Background: an optimization exercise with open tools, aiming at a short achievable clock period. Do not read the settings as production practice. Only simulation tests tie the RTL to the original design; equivalence was not proved. Power is estimated from default activity; no workload was simulated.

--- flow/run.sh ---
#!/bin/bash
# synth_recipe.tcl (not shown) runs the flow's synth.tcl, then flattens the netlist and writes it again
# the make line also repeats each setting of config.mk as NAME=value (left out here)
make -C /OpenROAD-flow-scripts/flow DESIGN_CONFIG=/design/flow/config.mk WORK_HOME=/design/flow/orfs CLKGATE_MAP_FILE= SYNTH_SCRIPT=/design/flow/synth_recipe.tcl finish
--- flow/config.mk ---
export PLATFORM = sky130hd
export DESIGN_NAME = fstc
export DESIGN_NICKNAME = fstc
export VERILOG_FILES = /design/flow/design.v
export SDC_FILE = /design/flow/constraint.sdc
export NUM_CORES = 4
export LEC_CHECK = 0
export CAP_MARGIN = 20
export CORE_MARGIN = 2
export CORE_UTILIZATION = 40
export PLACE_DENSITY = 0.6
export SETUP_SLACK_MARGIN = 4
export SLEW_MARGIN = 20
export SYNTH_HIERARCHICAL = 1
export SYNTH_MINIMUM_KEEP_SIZE = 0
--- flow/constraint.sdc ---
create_clock -name core_clock -period 6.5 [get_ports {clk}]
set_input_delay 1.3000 -clock core_clock [delete_from_list [all_inputs] [get_ports {clk}]]
set_output_delay 1.3000 -clock core_clock [all_outputs]
set_load 0.01 [all_outputs]
--- flow/design.v ---
module fstc (
    input  wire        clk,
    input  wire        rst,
    input  wire        start,
    input  wire        tick,
    input  wire        rsp_valid,
    input  wire [1:0]  rsp_kind,
    input  wire [7:0]  rsp_b0,
    input  wire [7:0]  rsp_b1,
    output wire        rd_req,
    output wire [1:0]  rd_len,
    output wire        busy,
    output wire        valid,
    output wire        failed,
    output wire [2:0]  err,
    output wire [15:0] sr0,
    output wire [15:0] sr1,
    output wire [15:0] sr2,
    output wire [15:0] sr3,
    output wire [15:0] sr4,
    output wire [15:0] sr5,
    output wire [15:0] sr6,
    output wire [15:0] sr7,
    output wire [15:0] sr8,
    output wire [15:0] sr9,
    output wire [15:0] sr10,
    output wire [15:0] sr11,
    output wire [15:0] sr12,
    output wire [15:0] sr13,
    output wire [15:0] sr14,
    output wire [15:0] sr15
);
    localparam [2:0] PH_IDLE    = 3'd0;
    localparam [2:0] PH_SEARCH  = 3'd1;
    localparam [2:0] PH_LENGTH  = 3'd2;
    localparam [2:0] PH_PAYLOAD = 3'd3;
    localparam [2:0] PH_DONE    = 3'd4;
    localparam [2:0] PH_FAIL    = 3'd5;
    reg [2:0]   phase_q;
    reg [4:0]   idx_q;
    reg [15:0]  elapsed_q;
    reg [12:0]  cks_q;           
    reg [15:0]  cks_exp_q;
    reg [2:0]   err_q;
    reg [191:0] buf_q;           
    reg [15:0]  w_q;             
    reg [11:0]  wv_q;            
    reg         busy_q;          
    reg         idle_q;          
    reg         valid_q;         
    reg         failed_q;        
    reg         srch_q;          
    reg         len_q;           
    reg         pay_q;           
    reg         p26_q;           
    reg         ws_q;            
    reg         wsg_q;           
    reg         wl_q;            
    reg         wlg_q;           
    reg         wlpg_q;          
    reg  [11:0] slot_q;          
    reg  [11:0] vc_q;            
    reg         gt_q;            
    reg         eq_q;            
    wire [15:0] elapsed_t;
    wire        to_t, eq_t;
    fstc_tmr u_tmr (
        .tick(tick), .busy(busy_q), .elapsed(elapsed_q), .gt(gt_q), .eq(eq_q),
        .elapsed_t(elapsed_t), .to_t(to_t), .eq_t(eq_t)
    );
    wire [12:0] sum1, sum2;
    fstc_cksadd u_sum1 (.cks(cks_q), .p0(rsp_b0), .p1(8'h00),  .sum(sum1));
    fstc_cksadd u_sum2 (.cks(cks_q), .p0(rsp_b0), .p1(rsp_b1), .sum(sum2));
    wire [2:0]  phase_n, err_n;
    wire [4:0]  idx_n;
    wire        start_acc, cks_ld_sum, cks_ld_8f, cks_exp_ld;
    wire        busy_n, idle_n, valid_n, failed_n, srch_n, len_n, pay_n, p26_n;
    wire        ws_n, wsg_n, wl_n, wlg_n, wlpg_n, gt_n, eq_n;
    wire [11:0] slot_n, wv_n;
    fstc_ctl u_ctl (
        .start(start), .rsp_valid(rsp_valid), .rsp_kind(rsp_kind),
        .rsp_b0(rsp_b0), .rsp_b1(rsp_b1),
        .phase(phase_q), .idx(idx_q), .err(err_q), .cks(cks_q),
        .busy(busy_q), .srch(srch_q), .len(len_q), .pay(pay_q), .p26(p26_q),
        .slot(slot_q), .to_t(to_t), .eq_t(eq_t),
        .phase_n(phase_n), .err_n(err_n), .idx_n(idx_n), .start_acc(start_acc),
        .cks_ld_sum(cks_ld_sum), .cks_ld_8f(cks_ld_8f), .cks_exp_ld(cks_exp_ld),
        .busy_n(busy_n), .idle_n(idle_n), .valid_n(valid_n), .failed_n(failed_n),
        .srch_n(srch_n), .len_n(len_n), .pay_n(pay_n), .p26_n(p26_n),
        .ws_n(ws_n), .wsg_n(wsg_n), .wl_n(wl_n), .wlg_n(wlg_n), .wlpg_n(wlpg_n),
        .gt_n(gt_n), .eq_n(eq_n), .slot_n(slot_n), .wv_n(wv_n)
    );
    fstc_rdreq u_rdreq (
        .rst(rst), .start(start), .tick(tick), .rsp_valid(rsp_valid),
        .rsp_kind(rsp_kind), .rsp_b0(rsp_b0), .rsp_b1(rsp_b1),
        .idle(idle_q), .ws(ws_q), .wsg(wsg_q), .wl(wl_q), .wlg(wlg_q),
        .wp(p26_q), .wlpg(wlpg_q), .eq(eq_q),
        .rd_req(rd_req)
    );
    wire [11:0] vc_n;
    genvar k;
    generate
        for (k = 0; k < 12; k = k + 1) begin : g_vc
            fstc_g_nor2b u_vc (.a(rst), .b(valid_n), .y(vc_n[k]));   
        end
    endgenerate
    always @(posedge clk)
        vc_q <= vc_n;
    always @(posedge clk) begin
        if (rst) begin
            phase_q   <= PH_IDLE;
            idx_q     <= 5'd0;
            elapsed_q <= 16'd0;
            cks_q     <= 13'd0;
            cks_exp_q <= 16'd0;
            err_q     <= 3'd0;
            busy_q    <= 1'b0;
            idle_q    <= 1'b1;
            valid_q   <= 1'b0;
            failed_q  <= 1'b0;
            srch_q    <= 1'b0;
            len_q     <= 1'b0;
            pay_q     <= 1'b0;
            p26_q     <= 1'b0;
            ws_q      <= 1'b0;
            wsg_q     <= 1'b0;
            wl_q      <= 1'b0;
            wlg_q     <= 1'b0;
            wlpg_q    <= 1'b0;
            slot_q    <= 12'd0;
            wv_q      <= 12'd0;
            gt_q      <= 1'b0;
            eq_q      <= 1'b0;
        end else begin
            phase_q   <= phase_n;
            idx_q     <= idx_n;
            elapsed_q <= start_acc ? 16'd0 : elapsed_t;
            if (start_acc)
                cks_q <= 13'd0;
            else if (cks_ld_sum)
                cks_q <= (rsp_kind == 2'd2) ? sum2 : sum1;
            else if (cks_ld_8f)
                cks_q <= 13'h008F;
            if (start_acc)
                cks_exp_q <= 16'd0;
            else if (cks_exp_ld)
                cks_exp_q <= {rsp_b0, (rsp_kind == 2'd2) ? rsp_b1 : 8'h00};
            err_q     <= err_n;
            busy_q    <= busy_n;
            idle_q    <= idle_n;
            valid_q   <= valid_n;
            failed_q  <= failed_n;
            srch_q    <= srch_n;
            len_q     <= len_n;
            pay_q     <= pay_n;
            p26_q     <= p26_n;
            ws_q      <= ws_n;
            wsg_q     <= wsg_n;
            wl_q      <= wl_n;
            wlg_q     <= wlg_n;
            wlpg_q    <= wlpg_n;
            slot_q    <= slot_n;
            wv_q      <= wv_n;
            gt_q      <= gt_n;
            eq_q      <= eq_n;
        end
    end
    always @(posedge clk)
        w_q <= {rsp_b0, (rsp_kind == 2'd2) ? rsp_b1 : 8'h00};
    integer i;
    always @(posedge clk) begin
        for (i = 0; i < 12; i = i + 1)
            if (wv_q[i])
                buf_q[16*i +: 16] <= w_q;
    end
    assign rd_len = 2'd2;
    assign busy   = busy_q;
    assign valid  = valid_q;
    assign failed = failed_q;
    assign err    = err_q;
    assign sr0 = {3'b000, idx_q, valid_q, err_q, busy_q, phase_q};
    assign sr1 = {3'b000, cks_q};
    assign sr2 = cks_exp_q;
    assign sr3 = elapsed_q;
    wire [191:0] fld;
    generate
        for (k = 0; k < 12; k = k + 1) begin : g_fld
            assign fld[16*k +: 16] = vc_q[k] ? buf_q[16*k +: 16] : 16'h0000;
        end
    endgenerate
    assign sr4  = fld[16*0  +: 16];
    assign sr5  = fld[16*1  +: 16];
    assign sr6  = fld[16*2  +: 16];
    assign sr7  = fld[16*3  +: 16];
    assign sr8  = fld[16*4  +: 16];
    assign sr9  = fld[16*5  +: 16];
    assign sr10 = fld[16*6  +: 16];
    assign sr11 = fld[16*7  +: 16];
    assign sr12 = fld[16*8  +: 16];
    assign sr13 = fld[16*9  +: 16];
    assign sr14 = fld[16*10 +: 16];
    assign sr15 = fld[16*11 +: 16];
endmodule
module fstc_tmr (
    input  wire        tick,
    input  wire        busy,
    input  wire [15:0] elapsed,
    input  wire        gt,          
    input  wire        eq,          
    output wire [15:0] elapsed_t,
    output wire        to_t,        
    output wire        eq_t         
);
    wire [15:0] e1    = elapsed + 16'd1;
    wire        sat   = &elapsed;
    wire        e4999 = (elapsed == 16'd4999);
    wire        inc   = tick && busy && !sat;
    assign elapsed_t = inc ? e1 : elapsed;
    assign to_t      = gt || (eq && inc);
    assign eq_t      = inc ? e4999 : eq;
endmodule
module fstc_ctl (
    input  wire        start,
    input  wire        rsp_valid,
    input  wire [1:0]  rsp_kind,
    input  wire [7:0]  rsp_b0,
    input  wire [7:0]  rsp_b1,
    input  wire [2:0]  phase,
    input  wire [4:0]  idx,
    input  wire [2:0]  err,
    input  wire [12:0] cks,
    input  wire        busy,
    input  wire        srch,
    input  wire        len,
    input  wire        pay,
    input  wire        p26,
    input  wire [11:0] slot,
    input  wire        to_t,
    input  wire        eq_t,
    output reg  [2:0]  phase_n,
    output reg  [2:0]  err_n,
    output reg  [4:0]  idx_n,
    output wire        start_acc,
    output wire        cks_ld_sum,
    output wire        cks_ld_8f,
    output wire        cks_exp_ld,
    output wire        busy_n,
    output wire        idle_n,
    output wire        valid_n,
    output wire        failed_n,
    output wire        srch_n,
    output wire        len_n,
    output wire        pay_n,
    output wire        p26_n,
    output wire        ws_n,
    output wire        wsg_n,
    output wire        wl_n,
    output wire        wlg_n,
    output wire        wlpg_n,
    output wire        gt_n,
    output wire        eq_n,
    output wire [11:0] slot_n,
    output wire [11:0] wv_n
);
    localparam [2:0] PH_IDLE    = 3'd0;
    localparam [2:0] PH_SEARCH  = 3'd1;
    localparam [2:0] PH_LENGTH  = 3'd2;
    localparam [2:0] PH_PAYLOAD = 3'd3;
    localparam [2:0] PH_DONE    = 3'd4;
    localparam [2:0] PH_FAIL    = 3'd5;
    wire [7:0] p0     = rsp_b0;
    wire [7:0] p1     = (rsp_kind == 2'd2) ? rsp_b1 : 8'h00;
    wire       k3     = (rsp_kind == 2'd3);
    wire       kd     = (rsp_kind == 2'd1) || (rsp_kind == 2'd2);
    wire       acc    = rsp_valid && busy;           
    wire       lok    = (rsp_kind == 2'd2) && (rsp_b0 == 8'h00) && (rsp_b1 == 8'h1C);
    wire       sof    = (p0 == 8'h42) && (p1 == 8'h4D);
    wire       ck_ok  = ({p0, p1} == {3'b000, cks});
    wire busy_a = busy && !(acc && (k3 || (kd && ((len && !lok) || p26))));
    assign start_acc = start && !busy_a;
    wire tfail = busy_a && acc && to_t;
    assign cks_ld_sum = acc && kd && (len || (pay && !p26));
    assign cks_ld_8f  = acc && kd && srch && sof;
    assign cks_exp_ld = acc && kd && p26;
    always @* begin
        phase_n = phase;
        err_n   = err;
        idx_n   = idx;
        if (acc) begin
            if (k3) begin
                phase_n = PH_FAIL;
                err_n   = 3'd1;
            end else if (kd) begin
                if (srch && sof)
                    phase_n = PH_LENGTH;
                if (len) begin
                    if (lok) begin
                        phase_n = PH_PAYLOAD;
                    end else begin
                        phase_n = PH_FAIL;
                        err_n   = 3'd3;
                    end
                end
                if (pay) begin
                    idx_n = idx + 5'd2;
                    if (p26) begin
                        if (ck_ok) begin
                            phase_n = PH_DONE;
                        end else begin
                            phase_n = PH_FAIL;
                            err_n   = 3'd4;
                        end
                    end
                end
            end
        end
        if (start_acc) begin
            phase_n = PH_SEARCH;
            err_n   = 3'd0;
            idx_n   = 5'd0;
        end else if (tfail) begin
            phase_n = PH_FAIL;
            err_n   = 3'd2;
        end
    end
    assign busy_n   = (phase_n == PH_SEARCH) || (phase_n == PH_LENGTH) ||
                      (phase_n == PH_PAYLOAD);
    assign idle_n   = !busy_n;
    assign valid_n  = (phase_n == PH_DONE);
    assign failed_n = (phase_n == PH_FAIL);
    assign srch_n   = (phase_n == PH_SEARCH);
    assign len_n    = (phase_n == PH_LENGTH);
    assign pay_n    = (phase_n == PH_PAYLOAD);
    assign p26_n    = pay_n && (idx_n == 5'd26);
    assign ws_n     = srch_n || (pay_n && !p26_n);
    assign gt_n     = to_t && !start_acc;
    assign eq_n     = eq_t && !start_acc;
    assign wsg_n    = ws_n && !gt_n;
    assign wl_n     = len_n;
    assign wlg_n    = len_n && !gt_n;
    assign wlpg_n   = (len_n || p26_n) && !gt_n;
    genvar j;
    generate
        for (j = 0; j < 12; j = j + 1) begin : g_slot
            assign slot_n[j] = pay_n && (idx_n == 2 * j);
            assign wv_n[j]   = slot[j] && acc && kd;
        end
    endgenerate
endmodule
module fstc_cksadd (
    input  wire [12:0] cks,
    input  wire [7:0]  p0,
    input  wire [7:0]  p1,
    output wire [12:0] sum
);
    assign sum = cks + {5'd0, p0} + {5'd0, p1};
endmodule
module fstc_rdreq (
    input  wire       rst,
    input  wire       start,
    input  wire       tick,
    input  wire       rsp_valid,
    input  wire [1:0] rsp_kind,
    input  wire [7:0] rsp_b0,
    input  wire [7:0] rsp_b1,
    input  wire       idle,        
    input  wire       ws,          
    input  wire       wsg,         
    input  wire       wl,          
    input  wire       wlg,         
    input  wire       wp,          
    input  wire       wlpg,        
    input  wire       eq,          
    output wire       rd_req
);
    wire rv = rsp_valid;
    wire k1 = rsp_kind[1];
    wire k0 = rsp_kind[0];
    wire [7:0] a = rsp_b0;
    wire [7:0] b = rsp_b1;
    wire s1, s2, s3, t1, t2, k3, kz, nk3;
    fstc_g_nor2b  g_s1  (.a(rst), .b(start), .y(s1));            
    fstc_g_nor2b  g_s2  (.a(rst), .b(start), .y(s2));
    fstc_g_nor2b  g_s3  (.a(rst), .b(start), .y(s3));
    fstc_g_a21oi  g_t1  (.a1(eq), .a2(tick), .b1(rst), .y(t1));   
    fstc_g_a21oi  g_t2  (.a1(eq), .a2(tick), .b1(rst), .y(t2));
    fstc_g_and2   g_k3  (.a(k1), .b(k0), .y(k3));
    fstc_g_nor2   g_kz  (.a(k1), .b(k0), .y(kz));
    fstc_g_nand2  g_nk3 (.a(k1), .b(k0), .y(nk3));
    wire o1, o2, o3, o4, o5, o6, o7, o8;
    fstc_g_nor2b  g_o1 (.a(a[0]), .b(k1),   .y(o1));
    fstc_g_nor2b  g_o2 (.a(a[1]), .b(b[2]), .y(o2));
    fstc_g_nor2b  g_o3 (.a(a[2]), .b(b[3]), .y(o3));
    fstc_g_nor2b  g_o4 (.a(a[3]), .b(b[4]), .y(o4));
    fstc_g_nor3   g_o5 (.a(a[4]), .b(a[5]), .c(a[6]), .y(o5));
    fstc_g_nor3   g_o6 (.a(a[7]), .b(b[0]), .c(b[1]), .y(o6));
    fstc_g_nor2   g_o7 (.a(b[5]), .b(b[6]), .y(o7));
    fstc_g_nor2   g_o8 (.a(b[7]), .b(k0),   .y(o8));
    wire x1, x2, x3a, x3b, x5, x6, y1a, y1b, y2, m1, m2;
    fstc_g_nand2  g_x1 (.a(s1), .b(idle), .y(x1));
    fstc_g_nand4  g_x2 (.a(s1), .b(rv), .c(k3),  .d(ws),   .y(x2));
    fstc_g_nand4  g_x3a (.a(s2), .b(rv), .c(k1), .d(wp),   .y(x3a));
    fstc_g_nand4  g_x3b (.a(s2), .b(rv), .c(k0), .d(wp),   .y(x3b));
    fstc_g_nand4  g_x5 (.a(t1), .b(rv), .c(nk3), .d(wsg),  .y(x5));
    fstc_g_nand4  g_x6 (.a(t1), .b(rv), .c(kz),  .d(wlpg), .y(x6));
    fstc_g_nand4  g_y1a (.a(s3), .b(rv), .c(k1), .d(wl),   .y(y1a));
    fstc_g_nand4  g_y1b (.a(s3), .b(rv), .c(k0), .d(wl),   .y(y1b));
    fstc_g_and3   g_y2 (.a(t2), .b(rv), .c(wlg), .y(y2));
    fstc_g_nand4  g_m1 (.a(o1), .b(o2), .c(o3), .d(o4), .y(m1));
    fstc_g_nand4  g_m2 (.a(o5), .b(o6), .c(o7), .d(o8), .y(m2));
    wire w1, w2, y1, z1, lok;
    fstc_g_nand4  g_w1  (.a(x1), .b(x2), .c(x3a), .d(x3b), .y(w1));
    fstc_g_nand2  g_y1  (.a(y1a), .b(y1b), .y(y1));
    fstc_g_nand2  g_w2  (.a(x5), .b(x6), .y(w2));
    fstc_g_nor2   g_lok (.a(m1), .b(m2), .y(lok));
    wire z2;
    fstc_g_o21ai  g_z1  (.a1(m1), .a2(m2), .b1(y1), .y(z1));   
    fstc_g_nand2  g_z2 (.a(lok), .b(y2), .y(z2));
    fstc_g_nand4bb g_rd (.a_n(w1), .b_n(w2), .c(z1), .d(z2), .y(rd_req));
endmodule
module fstc_g_nand2 (input wire a, input wire b, output wire y);
    assign y = !(a && b);
endmodule
module fstc_g_nand3 (input wire a, input wire b, input wire c, output wire y);
    assign y = !(a && b && c);
endmodule
module fstc_g_nand4 (input wire a, input wire b, input wire c, input wire d, output wire y);
    assign y = !(a && b && c && d);
endmodule
module fstc_g_nor2 (input wire a, input wire b, output wire y);
    assign y = !(a || b);
endmodule
module fstc_g_nor2b (input wire a, input wire b, output wire y);
    assign y = !a && b;
endmodule
module fstc_g_nor3 (input wire a, input wire b, input wire c, output wire y);
    assign y = !(a || b || c);
endmodule
module fstc_g_and2 (input wire a, input wire b, output wire y);
    assign y = a && b;
endmodule
module fstc_g_and3 (input wire a, input wire b, input wire c, output wire y);
    assign y = a && b && c;
endmodule
module fstc_g_a21oi (input wire a1, input wire a2, input wire b1, output wire y);
    assign y = !((a1 && a2) || b1);
endmodule
module fstc_g_o21ai (input wire a1, input wire a2, input wire b1, output wire y);
    assign y = !((a1 || a2) && b1);
endmodule
module fstc_g_nand4bb (input wire a_n, input wire b_n, input wire c, input wire d, output wire y);
    assign y = !(!a_n && !b_n && c && d);
endmodule
==> flow_metrics.env, run 1 <==
export IMPL_n_antenna_cell=0
export IMPL_multi_input_comb_area_um2=7050
export IMPL_outcome="finished clean"
export IMPL_clk_pin_slew_ns=0.06
export IMPL_dp_hpwl_um=28300
export IMPL_drt_wl_total_um=48600
export IMPL_root_buffer="clkbuf_16"
export IMPL_fin_setup_tns_ns=0
export IMPL_yosys_cell_count_top_type="and2_1"
export IMPL_final_hold_viol_count=0
export IMPL_whs_endpoint="cks_exp_q[6]$_SDFFE_PP0P_"
export IMPL_critical_path_max_fanout=6
export IMPL_synth_edf_count=192
export IMPL_clkPwrFrac=0.412
export IMPL_r2r_end="vc_q[7]$_DFF_P_"
export IMPL_grt_pass1_vias=10682
export IMPL_crit_arrival_ns=2.24
export IMPL_io_buffers=279
export IMPL_p_per_area_nw_per_um2=210
export IMPL_maxSlewHeadroom=0.391
export IMPL_fmax_ghz=0.282
export IMPL_maxSlewViolCount=0
export IMPL_die_x_um=192
export IMPL_skew_ns=0.0132
export IMPL_power_leakage_nw=8.54
export IMPL_avgViaCountPerCell=5.28
export IMPL_hold_depth=2
export IMPL_reg2reg_depth=13
export IMPL_critPathTopFamily="simple AND/OR/NAND/NOR gates"
export IMPL_synth_top_cells_by_area="edfxtp_1 41%, dfxtp_1 17%, and2_1 10%"
export IMPL_ys_ff_latch=315
export IMPL_antenna_found_initial=0
export IMPL_synth_largest_area_cell="edfxtp_1"
export IMPL_holdWs_ns=0.483
export IMPL_gr_usage_met2=0.400
export IMPL_areaGrowthSynthToFinish_pct=56.3
export IMPL_seq_area_frac_synth=0.579
export IMPL_seqPwrFrac=0.461
export IMPL_final_net_count=1683
export IMPL_rows=69
export IMPL_drive_gt1_frac=0.542
export IMPL_grt_busiest_layer="met2"
export IMPL_grt_use_total=0.246
export IMPL_top_level_ports=288
export IMPL_start_kind="input pin"
export IMPL_finalCritPeriodShare=0.545
export IMPL_switching_power_mw=1.12
export IMPL_wl_per_cell_um=23.1
export IMPL_ant_nets=0
export IMPL_min_path_type="reg2reg"
export IMPL_dr_pass1_iters=6
export IMPL_grt_max_degree=38
export IMPL_cts_buffers=34
export IMPL_clock_sinks=315
export IMPL_worst_pin_slew_ns=0.912
export IMPL_hold_start="cks_exp_q[6]$_SDFFE_PP0P_"
export IMPL_worst_path_buf_inv=2
export IMPL_async_reset_ff_frac=0
export IMPL_worstPathRequired_ns=5.20
export IMPL_pwr_share_comb=0.127
export IMPL_syn_avg_cell_area_um2=12.0
export IMPL_swShare=0.241
export IMPL_drcViolationCount=0
export IMPL_gp_congestion=0.859
export IMPL_n_fill_cell=2697
export IMPL_synthTopCellsByCount="234 x and2_1, 192 x edfxtp_1, 123 x dfxtp_1, 62 x nand2_1, 53 x nor2b_1"
export IMPL_gr_usage_met3=0.0344
export IMPL_clock_latency_ns=0.52
export IMPL_synth_area_um2=14200
export IMPL_start_util=0.403
export IMPL_clockBufferDepth=3
export IMPL_fin_crit_ns=3.54
export IMPL_dieHeight_um=192
export IMPL_synth_cell_type_count=82
export IMPL_critical_path_cell_chain="buf_12 > nor3_4 > nand4_1 > nor2_1 > nand2_1 > nand4bb_1 > buf_2"
export IMPL_seq_area_um2=8360
export IMPL_worstSetupPathType="in2out"
export IMPL_synth_cells=1181
export IMPL_htree_levels=2
export IMPL_tritoncts="yes"
export IMPL_vias=11121
export IMPL_yosysWarningCount=8
export IMPL_cts_hold_buffers_added=0
export IMPL_dieArea_um2=37000
export IMPL_core_area_um2=35200
export IMPL_rsz0062_at_grt="yes"
export IMPL_final_setup_viol_count=0
export IMPL_grt_ovfl_total=0
export IMPL_power_mw=4.67
export IMPL_ir_drop_uv=179
export IMPL_p_int_mw=3.55
export IMPL_dr_first_iter_drc_count=1022
export IMPL_r2r_start="elapsed_q[1]$_SDFF_PP0_"
export IMPL_slowest_delay_ns=0.19
export IMPL_regToRegSetupSlack_ns=3.48
export IMPL_cp_slowest_cell="nand4_1"
export IMPL_drv_cap=0
export IMPL_grt_pass1_wl_um=67600
export IMPL_grtUsageMet1=0.338
export IMPL_yosysTopAreaCellShare=0.406
export IMPL_ys_flop_type="edfxtp_1"
export IMPL_crit_path_end_kind="primary output"
[metal layers]
layer	up-vias	wire, µm
met3	96	2980
met1	5570	20600
met5	-	0
met4	0	1760
met2	458	23200
li1	4997	-
[power by group through the flow]
stage,clock network (mW),registers [mW],logic (mW)
final,1.92,2.15,0.595
after global routing,2.04,2.15,0.624
after CTS,1.96,2.15,0.497
after detailed placement,0,2.21,0.350
after global placement,0,2.21,0.347
after floorplan,0,2.18,0.220
[through the flow]
| stage | setup slack [ns] | cell area [µm²] | std cells | utilization |
|---|---|---|---|---|
| after floorplan | 3.05 | 14500 | 1195 | - |
| after global placement | 1.81 | 17500 | 1882 | 0.497 |
| after detailed placement | 1.74 | 17500 | 1882 | 0.497 |
| after CTS | 3.01 | 20600 | 2066 | 0.583 |
| after global routing | 2.90 | 22200 | 2108 | 0.630 |
| final | 2.96 | 22200 | 2108 | 0.630 |
[flip-flops by register name (all words and copies together), names as in the netlist, 3 cells and up]
| name | cells |
|---|---|
| cks_q | 13 |
| w_q | 16 |
| wv_q | 12 |
| idx_q | 5 |
| cks_exp_q | 16 |
| vc_q | 12 |
| slot_q | 12 |
| buf_q | 192 |
| err_q | 3 |
| phase_q | 3 |
| elapsed_q | 16 |
[kinds of logic after synthesis]
logic type / count (synthesis) / share of synthesized area
other: 2 / 0.000529
buffers and inverters: 89 / 0.0315
xor gates and xnor gates: 35 / 0.0216
DFF: 315 / 0.579
and+or+nand+nor: 545 / 0.241
AOI/OAI and AO/OA: 145 / 0.0745
muxes: 12 / 0.00872
adders and majority gates: 38 / 0.0430
[modules after synthesis (local to each module, per instance), excerpt]
module | cell area (µm²) | cells inside
fstc_ctl | 1180 | 181
fstc_g_and3 | 6.26 | 1
fstc_g_nor3 | 10.0 | 1
fstc_g_a21oi | 8.76 | 1
fstc | 10700 | 724
fstc_g_nand2 | 3.75 | 1
fstc_g_nand4bb | 11.3 | 1
fstc_cksadd | 716 | 83
fstc_g_nor2 | 3.75 | 1
[how the worst max path moves through the flow]
stage	start	to	slack, ns	depth (start not counted)
global route	rsp_b0[7]	rd_req	2.90	7
finish	rsp_b0[7]	rd_req	2.96	7
floorplan	rsp_kind[1]	vc_q[0]$_DFF_P_	3.05	10
detailed placement	rsp_b0[0]	vc_q[7]$_DFF_P_	1.74	10
global placement	rsp_b0[2]	vc_q[5]$_DFF_P_	1.81	10
CTS	rsp_b0[6]	rd_req	3.01	6
[worst reg2reg max path, stage by stage, from the launching register on]
cell,delay [ns]
dfxtp_1,0.37
ha_1,0.24
nand3_1,0.17
nor2_4,0.30
a21oi_4,0.15
a21o_1,0.25
nand2_1,0.15
nor3b_4,0.08
a211oi_4,0.30
and2_4,0.25
inv_6,0.05
nor4_4,0.29
buf_4,0.21
nor2b_4,0.14
[final cells by class]
type,count,area share
Tap cell,461,0.0260
Sequential cell,315,0.377
Inverter,32,0.00631
Multi-Input combinational cell,794,0.317
Clock inverter,12,0.00586
Timing Repair Buffer,445,0.224
Clock buffer,49,0.0438
[cells in the final DEF (no fill, tap or decap), types with 8 or more instances in the layout]
| cell | instances |
|---|---|
| fa_1 | 15 |
| a21oi_2 | 14 |
| edfxtp_1 | 192 |
| nand2b_1 | 12 |
| buf_12 | 27 |
| and2_1 | 41 |
| nor2_1 | 24 |
| dfxtp_4 | 28 |
| dfxtp_1 | 73 |
| and2_4 | 195 |
| buf_2 | 9 |
| clkdlybuf4s15_1 | 16 |
| o21ai_0 | 10 |
| dlygate4sd2_1 | 35 |
| nor2b_4 | 32 |
| nor2b_2 | 8 |
| buf_4 | 57 |
| nand4_1 | 22 |
| inv_1 | 26 |
| nand2_1 | 57 |
| clkbuf_1 | 9 |
| mux2i_1 | 8 |
| nor2_4 | 15 |
| dfxtp_2 | 22 |
| ha_1 | 11 |
| a21oi_1 | 26 |
| xnor2_1 | 21 |
| nor2b_1 | 32 |
| xor2_1 | 12 |
| buf_6 | 267 |
| clkbuf_16 | 37 |
| buf_8 | 19 |
| nand3_1 | 20 |
| conb_1 | 16 |
| nor3_2 | 11 |
[what timing repair did]
| action | 4_1_cts | 5_1_grt |
|---|---|---|
| resized for setup | 1491 | 343 |
| setup buffers | 119 | 39 |
| pin swaps | 56 | 37 |
| cloned | 4 | 3 |
| setup endpoints to repair | 364 | 315 |
| hold endpoints to repair | 0 | 0 |
==> run 2: changes to the inputs <==
--- a/flow/config.mk
+++ b/flow/config.mk
@@ -7,8 +7,8 @@
 export LEC_CHECK = 0
 export CAP_MARGIN = 20
 export CORE_MARGIN = 2
-export CORE_UTILIZATION = 40
-export PLACE_DENSITY = 0.6
+export CORE_UTILIZATION = 30
+export PLACE_DENSITY = 0.5
 export SETUP_SLACK_MARGIN = 4
 export SLEW_MARGIN = 20
 export SYNTH_HIERARCHICAL = 1
==> run 2 against run 1 <==
Still clean. Non-clock buffer count is 19 higher. Hold slack got worse by 0.0035 ns. Clock skew up 0.013 ns. Die area grew 33%. Sequential share of layout area fell by 0.36 points. Critical path type unchanged. Largest power group unchanged.
==> flow_metrics.env, run 2 <==
export IMPL_outcome="finished clean"
export IMPL_wl_per_cell_um=21.8
export IMPL_clk_pin_slew_ns=0.05
export IMPL_n_antenna_cell=0
export IMPL_crit_cells=6
export IMPL_synth_edf_count=192
export IMPL_seq_area_frac_synth=0.579
export IMPL_reg2reg_depth=14
export IMPL_clock_latency_ns=0.55
export IMPL_critPathTopFamily="simple AND/OR/NAND/NOR gates"
export IMPL_ys_flop_type="edfxtp_1"
export IMPL_utilization=0.482
export IMPL_final_common_cell="buf_6"
export IMPL_drt_wl_total_um=49600
export IMPL_yosys_cell_count_top_type="and2_1"
export IMPL_grt_use_total=0.195
export IMPL_grt_max_degree=38
export IMPL_p_per_area_nw_per_um2=216
export IMPL_synth_area_um2=14200
export IMPL_rows=79
export IMPL_finalCritPeriodShare=0.538
export IMPL_top_level_ports=288
export IMPL_crit_path_end_kind="primary output"
export IMPL_top_register="buf_q"
export IMPL_dr_pass1_iters=24
export IMPL_n_fill_cell=4201
export IMPL_syn_avg_cell_area_um2=12.0
export IMPL_areaGrowthSynthToFinish_pct=58.2
export IMPL_skew_ns=0.0264
export IMPL_mostFrequentLayoutCells="275 x buf_6, 194 x and2_4, 192 x edfxtp_1, 76 x buf_4, 70 x dfxtp_1"
export IMPL_ant_nets=0
export IMPL_min_path_type="reg2reg"
export IMPL_clock_sinks=315
export IMPL_critical_path_cell_chain="buf_12 > nor3_4 > nand4_1 > o21ai_2 > nand4bb_4 > buf_6"
export IMPL_tritoncts="yes"
export IMPL_die_x_um=222
export IMPL_start_kind="input pin"
export IMPL_synth_top_family_by_area="simple AND/OR/NAND/NOR gates"
export IMPL_grt_pass1_wl_um=71500
export IMPL_synth_compound_area_frac=0.0745
export IMPL_synth_top_cells_by_area="edfxtp_1 41%, dfxtp_1 17%, and2_1 10%"
export IMPL_worst_path_buf_inv=2
export IMPL_dp_hpwl_um=30400
export IMPL_holdWs_ns=0.479
export IMPL_rsz0062_at_grt="yes"
export IMPL_synth_largest_area_cell="edfxtp_1"
export IMPL_synthTopCellsByCount="234 x and2_1, 192 x edfxtp_1, 123 x dfxtp_1, 62 x nand2_1, 53 x nor2b_1"
export IMPL_largest_reg_flops=192
export IMPL_final_cell_count_no_fill=2275
export IMPL_drv_cap=0
export IMPL_power_leakage_nw=8.63
export IMPL_synth_simple_gate_area_frac=0.241
export IMPL_ir_drop_uv=125
export IMPL_hold_depth=2
export IMPL_antenna_found_initial=0
export IMPL_avgViaCountPerCell=4.76
export IMPL_grt_pass1_vias=10772
export IMPL_synth_adder_area_share=0.0430
export IMPL_fmax_ghz=0.286
export IMPL_finalWorstSetupSlack_ns=3.00
export IMPL_gp_congestion=0.835
export IMPL_critical_path_max_fanout=2
export IMPL_synth_cell_type_count=82
export IMPL_ys_ff_latch=315
export IMPL_root_buffer="clkbuf_16"
export IMPL_yosysTopAreaCellShare=0.406
export IMPL_place_ws_ns=1.78
export IMPL_slowest_delay_ns=0.18
export IMPL_drive_gt1_frac=0.544
export IMPL_core_area_um2=46700
export IMPL_grt_ovfl_total=0
export IMPL_crit_arrival_ns=2.20
export IMPL_final_hold_viol_count=0
export IMPL_dp_cells=2029
export IMPL_final_setup_viol_count=0
export IMPL_start_util=0.304
export IMPL_dieHeight_um=222
export IMPL_worst_pin_slew_ns=0.893
export IMPL_synthXorXnorAreaFrac=0.0216
export IMPL_io_buffers=279
export IMPL_synth_cells=1181
export IMPL_vias=10840
export IMPL_final_net_count=1704
export IMPL_clockBufferDepth=3
export IMPL_cts_buffers=36
export IMPL_worstPathRequired_ns=5.20
export IMPL_async_reset_ff_frac=0
export IMPL_maxSlewViolCount=0
export IMPL_cp_slowest_cell="nor3_4"
export IMPL_synthMuxAreaShare=0.00872
export IMPL_htree_levels=2
export IMPL_fin_setup_tns_ns=0
export IMPL_drcViolationCount=0
export IMPL_fin_crit_ns=3.50
export IMPL_worstSetupPathType="in2out"
export IMPL_dr_first_iter_drc_count=678
export IMPL_maxSlewHeadroom=0.404
export IMPL_yosysWarningCount=8
export IMPL_dieArea_um2=49100
==> run 2: cell count changes in the layout (fill, tap and decap cells not counted), sizes merged, moves of 2 or more <==
cell | before | now
buf | 380 | 409
bufinv | 2 | 6
clkdlybuf4s15 | 22 | 39
clkinv | 7 | 11
clkinvlp | 2 | 0
dlygate4sd2 | 35 | 5
==> run 2: metrics by stage <==
stage                     area (µm²)  total power, mW
final                          22500             4.85
after global routing           22500             5.01
after CTS                      20900             4.81
after detailed placement       17700             2.57
after global placement         17700             2.57
after floorplan                14500             2.40
==> run 2: where the power goes <==
group / switching, mW / internal [mW] / leakage, nW / total [mW]
clock network: 0.820 / 1.30 / 0.596 / 2.12
logic: 0.277 / 0.296 / 5.42 / 0.574
registers: 0.0359 / 2.12 / 2.61 / 2.15
==> run 2: path summary, 6_finish.rpt <==
check                                                from                        end  slack [ns]
worst max-delay path                            rsp_b1[1]                     rd_req        3.00
worst min-delay path            cks_exp_q[3]$_SDFFE_PP0P_  cks_exp_q[3]$_SDFFE_PP0P_        0.48
worst max register to register    elapsed_q[1]$_SDFF_PP0_       slot_q[4]$_SDFF_PP0_        3.57
worst min register to register  cks_exp_q[3]$_SDFFE_PP0P_  cks_exp_q[3]$_SDFFE_PP0P_        0.48
==> run 2: area by class of cell <==
cell class,count,area (µm²),area share
inverters,32,138,0.00612
well taps,607,759,0.0338
repair buffers,464,5140,0.229
clock buffers,46,980,0.0436
multi-input cells,794,6830,0.304
clock inverters,17,246,0.0110
flip-flops and latches,315,8380,0.373
==> run 2: logic make-up after synthesis <==
logic type,after synthesis
AOI/OAI and AO/OA,145
DFF,315
adders and majority gates,38
xor gates and xnor gates,35
and+or+nand+nor,545
other,2
buffers and inverters,89
muxes,12
==> run 2: layer usage <==
layer / vias to the layer above / part of all wire / global-route usage
li1: 5052 / - / -
met1: 5412 / 0.43 / 0.255
met2: 310 / 0.50 / 0.330
met3: 66 / 0.049 / 0.0302
met4: 0 / 0.025 / 0.0623
met5: - / 0 / 0
==> run 2: tightest hold or removal path: stages (launching register included) <==
cell and delay [ns]:
dfxtp_1 0.30, nand2b_1 0.08, a21oi_2 0.05
==> run 2: per-module statistics from Yosys (local to each module, per instance), excerpt <==
module / area [µm²] / copies in the design / cells
fstc: 10700 / 1 / 724
fstc_ctl: 1180 / 1 / 181
fstc_cksadd: 716 / 2 / 83
fstc_tmr: 444 / 1 / 64
fstc_g_nor2b: 13.8 / 19 / 1
fstc_g_nand4bb: 11.3 / 1 / 1
fstc_g_nor3: 10.0 / 2 / 1
fstc_g_a21oi: 8.76 / 2 / 1
fstc_g_and2: 6.26 / 1 / 1
fstc_g_and3: 6.26 / 1 / 1
fstc_g_nand4: 6.26 / 10 / 1
fstc_g_o21ai: 5.00 / 1 / 1
fstc_g_nand2: 3.75 / 5 / 1
fstc_g_nor2: 3.75 / 4 / 1
==> run 2: what timing repair did <==
action	CTS	global route
gates resized for setup	1553	304
gates cloned	5	3
pin swaps	48	31
buffers inserted	136	39
setup endpoints to repair	372	306
hold buffers	0	0
==> run 3: changes to the inputs <==
--- a/flow/config.mk
+++ b/flow/config.mk
@@ -6,10 +6,11 @@
 export NUM_CORES = 4
 export LEC_CHECK = 0
 export CAP_MARGIN = 20
+export CELL_PAD_IN_SITES_DETAIL_PLACEMENT = 1
 export CORE_MARGIN = 2
-export CORE_UTILIZATION = 30
-export PLACE_DENSITY = 0.5
-export SETUP_SLACK_MARGIN = 4
+export CORE_UTILIZATION = 40
+export PLACE_DENSITY = 0.6
+export SETUP_SLACK_MARGIN = 3.3
 export SLEW_MARGIN = 20
 export SYNTH_HIERARCHICAL = 1
 export SYNTH_MINIMUM_KEEP_SIZE = 0
==> run 3 against run 2 <==
Hold slack better by 0.0065 ns. Clock skew down 0.0064 ns. Core utilization up 6.5 points. Setup slack better by 0.031 ns. Critical path type unchanged. Largest power group unchanged.
==> flow_metrics.env, run 3 <==
export IMPL_clock_latency_ns=0.52
export IMPL_critical_path_cell_chain="buf_12 > nor3_4 > nand4_1 > nor2_1 > nand2_1 > nand4bb_1 > buf_2"
export IMPL_yosys_cell_count_top_type="and2_1"
export IMPL_drv_cap=0
export IMPL_syn_avg_cell_area_um2=12.0
export IMPL_yosysTopAreaCellShare=0.406
export IMPL_grt_pass1_vias=10481
export IMPL_core_area_um2=35200
export IMPL_tritoncts="yes"
export IMPL_dr_pass1_iters=4
export IMPL_io_buffers=279
export IMPL_clockBufferDepth=3
export IMPL_synth_cells=1181
export IMPL_drive_gt1_frac=0.170
export IMPL_ys_flop_type="edfxtp_1"
export IMPL_dr_first_iter_drc_count=531
export IMPL_fmax_ghz=0.289
export IMPL_cp_slowest_cell="nor3_4"
export IMPL_final_setup_viol_count=0
export IMPL_dieArea_um2=37000
export IMPL_power_leakage_nw=6.71
export IMPL_grt_ovfl_total=0
export IMPL_maxSlewViolCount=0
export IMPL_avgViaCountPerCell=5.18
export IMPL_ys_ff_latch=315
export IMPL_vias=10264
export IMPL_areaGrowthSynthToFinish_pct=35.6
export IMPL_ant_nets=0
export IMPL_gp_congestion=0.862
export IMPL_worst_pin_slew_ns=0.997
export IMPL_grt_max_degree=62
export IMPL_synth_largest_area_cell="edfxtp_1"
export IMPL_worstSetupPathType="in2out"
export IMPL_skew_ns=0.0200
export IMPL_antenna_found_initial=0
export IMPL_wl_per_cell_um=22.3
export IMPL_drt_wl_total_um=44200
export IMPL_dp_cells=1884
export IMPL_crit_arrival_ns=2.17
export IMPL_die_x_um=192
export IMPL_grt_use_total=0.231
export IMPL_critical_path_max_fanout=2
export IMPL_clk_pin_slew_ns=0.06
export IMPL_critPathTopFamily="simple AND/OR/NAND/NOR gates"
export IMPL_fin_crit_ns=3.47
export IMPL_start_kind="input pin"
export IMPL_drcViolationCount=0
export IMPL_rows=69
export IMPL_finalCritPeriodShare=0.533
export IMPL_mostFrequentLayoutCells="256 x clkdlybuf4s50_1, 234 x and2_1, 192 x edfxtp_1, 109 x dfxtp_1, 61 x nand2_1"
export IMPL_final_cell_count_no_fill=1983
export IMPL_root_buffer="clkbuf_16"
export IMPL_worst_path_buf_inv=2
export IMPL_p_per_area_nw_per_um2=238
export IMPL_n_antenna_cell=0
export IMPL_synthTopCellsByCount="234 x and2_1, 192 x edfxtp_1, 123 x dfxtp_1, 62 x nand2_1, 53 x nor2b_1"
export IMPL_dieHeight_um=192
export IMPL_start_util=0.403
export IMPL_utilization=0.547
export IMPL_final_common_cell="clkdlybuf4s50_1"
export IMPL_maxSlewHeadroom=0.334
export IMPL_synth_cell_type_count=82
export IMPL_htree_levels=2
export IMPL_crit_path_end_kind="primary output"
export IMPL_slowest_delay_ns=0.16
export IMPL_top_register="buf_q"
export IMPL_clock_sinks=315
export IMPL_fin_area_um2=19300
export IMPL_final_hold_viol_count=0
export IMPL_cts_buffers=35
export IMPL_grt_pass1_wl_um=64400
export IMPL_seq_area_frac_synth=0.579
export IMPL_ir_drop_uv=175
export IMPL_final_net_count=1556
export IMPL_regToRegSetupSlack_ns=3.48
export IMPL_yosysWarningCount=8
export IMPL_fin_setup_tns_ns=0
export IMPL_outcome="finished clean"
export IMPL_rsz0062_at_grt="yes"
export IMPL_synth_area_um2=14200
export IMPL_dp_hpwl_um=30900
export IMPL_worstPathRequired_ns=5.20
export IMPL_synth_edf_count=192
export IMPL_largest_reg_flops=192
export IMPL_async_reset_ff_frac=0
export IMPL_min_path_type="reg2reg"
export IMPL_top_level_ports=288
export IMPL_power_mw=4.58
export IMPL_synth_top_cells_by_area="edfxtp_1 41%, dfxtp_1 17%, and2_1 10%"
export IMPL_dpl_instance_area_um2=17400
run 3: worst paths after layout:
kind / from / endpoint / cells after the start
max: rsp_b0[4] / rd_req / 7
min: cks_exp_q[2]$_SDFFE_PP0P_ / cks_exp_q[2]$_SDFFE_PP0P_ / 2
min reg2reg: cks_exp_q[2]$_SDFFE_PP0P_ / cks_exp_q[2]$_SDFFE_PP0P_ / 2
max reg2reg: elapsed_q[7]$_SDFF_PP0_ / slot_q[10]$_SDFF_PP0_ / 12
run 3: power breakdown:
group	switching [mW]	leakage (nW)	internal (mW)	total, mW
logic	0.210	3.54	0.181	0.391
clock network	0.816	0.587	1.20	2.02
registers	0.0427	2.58	2.13	2.17
run 3: routing by layer:
layer	vias up	wire length (µm)	global-route usage
li1	4724	-	-
met1	5126	18900	0.298
met2	343	21600	0.398
met3	71	2530	0.0387
met4	0	1220	0.0693
met5	-	0	0
run 3: cell families (layout without fill, tap and decap cells):
family                   count (synthesis)  in the layout  synth area share
buffers and inverters                   89            416            0.0315
AND/OR/NAND/NOR                        545            545             0.241
XOR/XNOR                                35             35            0.0216
multiplexers                            12             12           0.00872
other                                    2             16          0.000529
adder cells (fa/ha/maj)                 38             38            0.0430
flip-flops                             315            315             0.579
AO/OA/AOI/OAI                          145            145            0.0745
run 3: modules after synthesis, one instance, submodules excluded, a selection:
module / times used / cells
fstc_g_and2: 1 / 1
fstc_g_o21ai: 1 / 1
fstc_g_nand2: 5 / 1
fstc_tmr: 1 / 64
fstc_g_nor3: 2 / 1
fstc_g_and3: 1 / 1
fstc_cksadd: 2 / 83
fstc_g_nand4: 10 / 1
fstc_g_a21oi: 2 / 1
fstc: 1 / 724
fstc_ctl: 1 / 181
fstc_g_nand4bb: 1 / 1
fstc_g_nor2b: 19 / 1
fstc_g_nor2: 4 / 1
run 3: what timing repair did:
item / in CTS / in global routing
pin swaps: 22 / 29
resized for setup: 169 / 57
setup endpoints to repair: 288 / 48
gates cloned: 0 / 1
hold buffers: 0 / 0
setup buffers: 15 / 19
run 3: area by class of cell:
type                    count  area (µm²)
well taps                 461         577
inverters                  32         130
fillers                  3668       16000
multi-input cells         791        5930
repair buffers            320        3200
flip-flops and latches    315        8260
clock inverters            17         173
clock buffers              47         997
run 3: worst register-to-register path: stages, from the launching register on:
cell and delay (ns):
dfxtp_1 0.45, nand3_1 0.28, nor3_4 0.32, a21oi_1 0.25
a21o_1 0.26, nand2_1 0.14, nor3b_4 0.07, a211oi_4 0.27
buf_4 0.18, nand4bb_4 0.19, buf_6 0.18, nor4b_2 0.22
nor2b_1 0.15
run 3: per-stage QoR:
step           hold slack, ns  setup slack [ns]
2_1_floorplan           0.493              3.05
3_5_place_dp            0.471              1.72
4_1_cts                 0.486              3.02
3_3_place_gp            0.464              1.83
5_1_grt                 0.510              2.93
6_report                0.486              3.03

[re-timing with driven ports]
How much do the figures lean on ideal ports? The routed layouts below were timed once more, with nothing changed but the port constraints.
Step 1 assumes that a clkbuf_16 drives the clock port and a buf_2 every other input.
Step 2 adds t to the input delays and takes it off the output delays; t is the mean of the earliest and latest rising clock arrival at the registers after step 1. Input paths then give back, and output paths get back, about the clock's delay inside the block.
a / b / c = ideal / step 1 / step 2; a / b = the first two.
run | t (ns) | setup slack, ns | hold slack, ns | worst setup path after step 2
run 1 | 0.563 | 2.960 / 2.814 / 2.570 | 0.483 / 0.483 / 0.483 | input to register
run 2 | 0.598 | 3.003 / 2.859 / 2.616 | 0.479 / 0.479 / 0.479 | input to register
run 3 | 0.557 | 3.034 / 2.985 / 2.668 | 0.486 / 0.486 / 0.486 | input to register
After both steps every run listed still meets setup and hold. For run 1, which loses most, drivers alone change the setup slack by -0.146 ns; drivers and shift together by -0.390 ns.
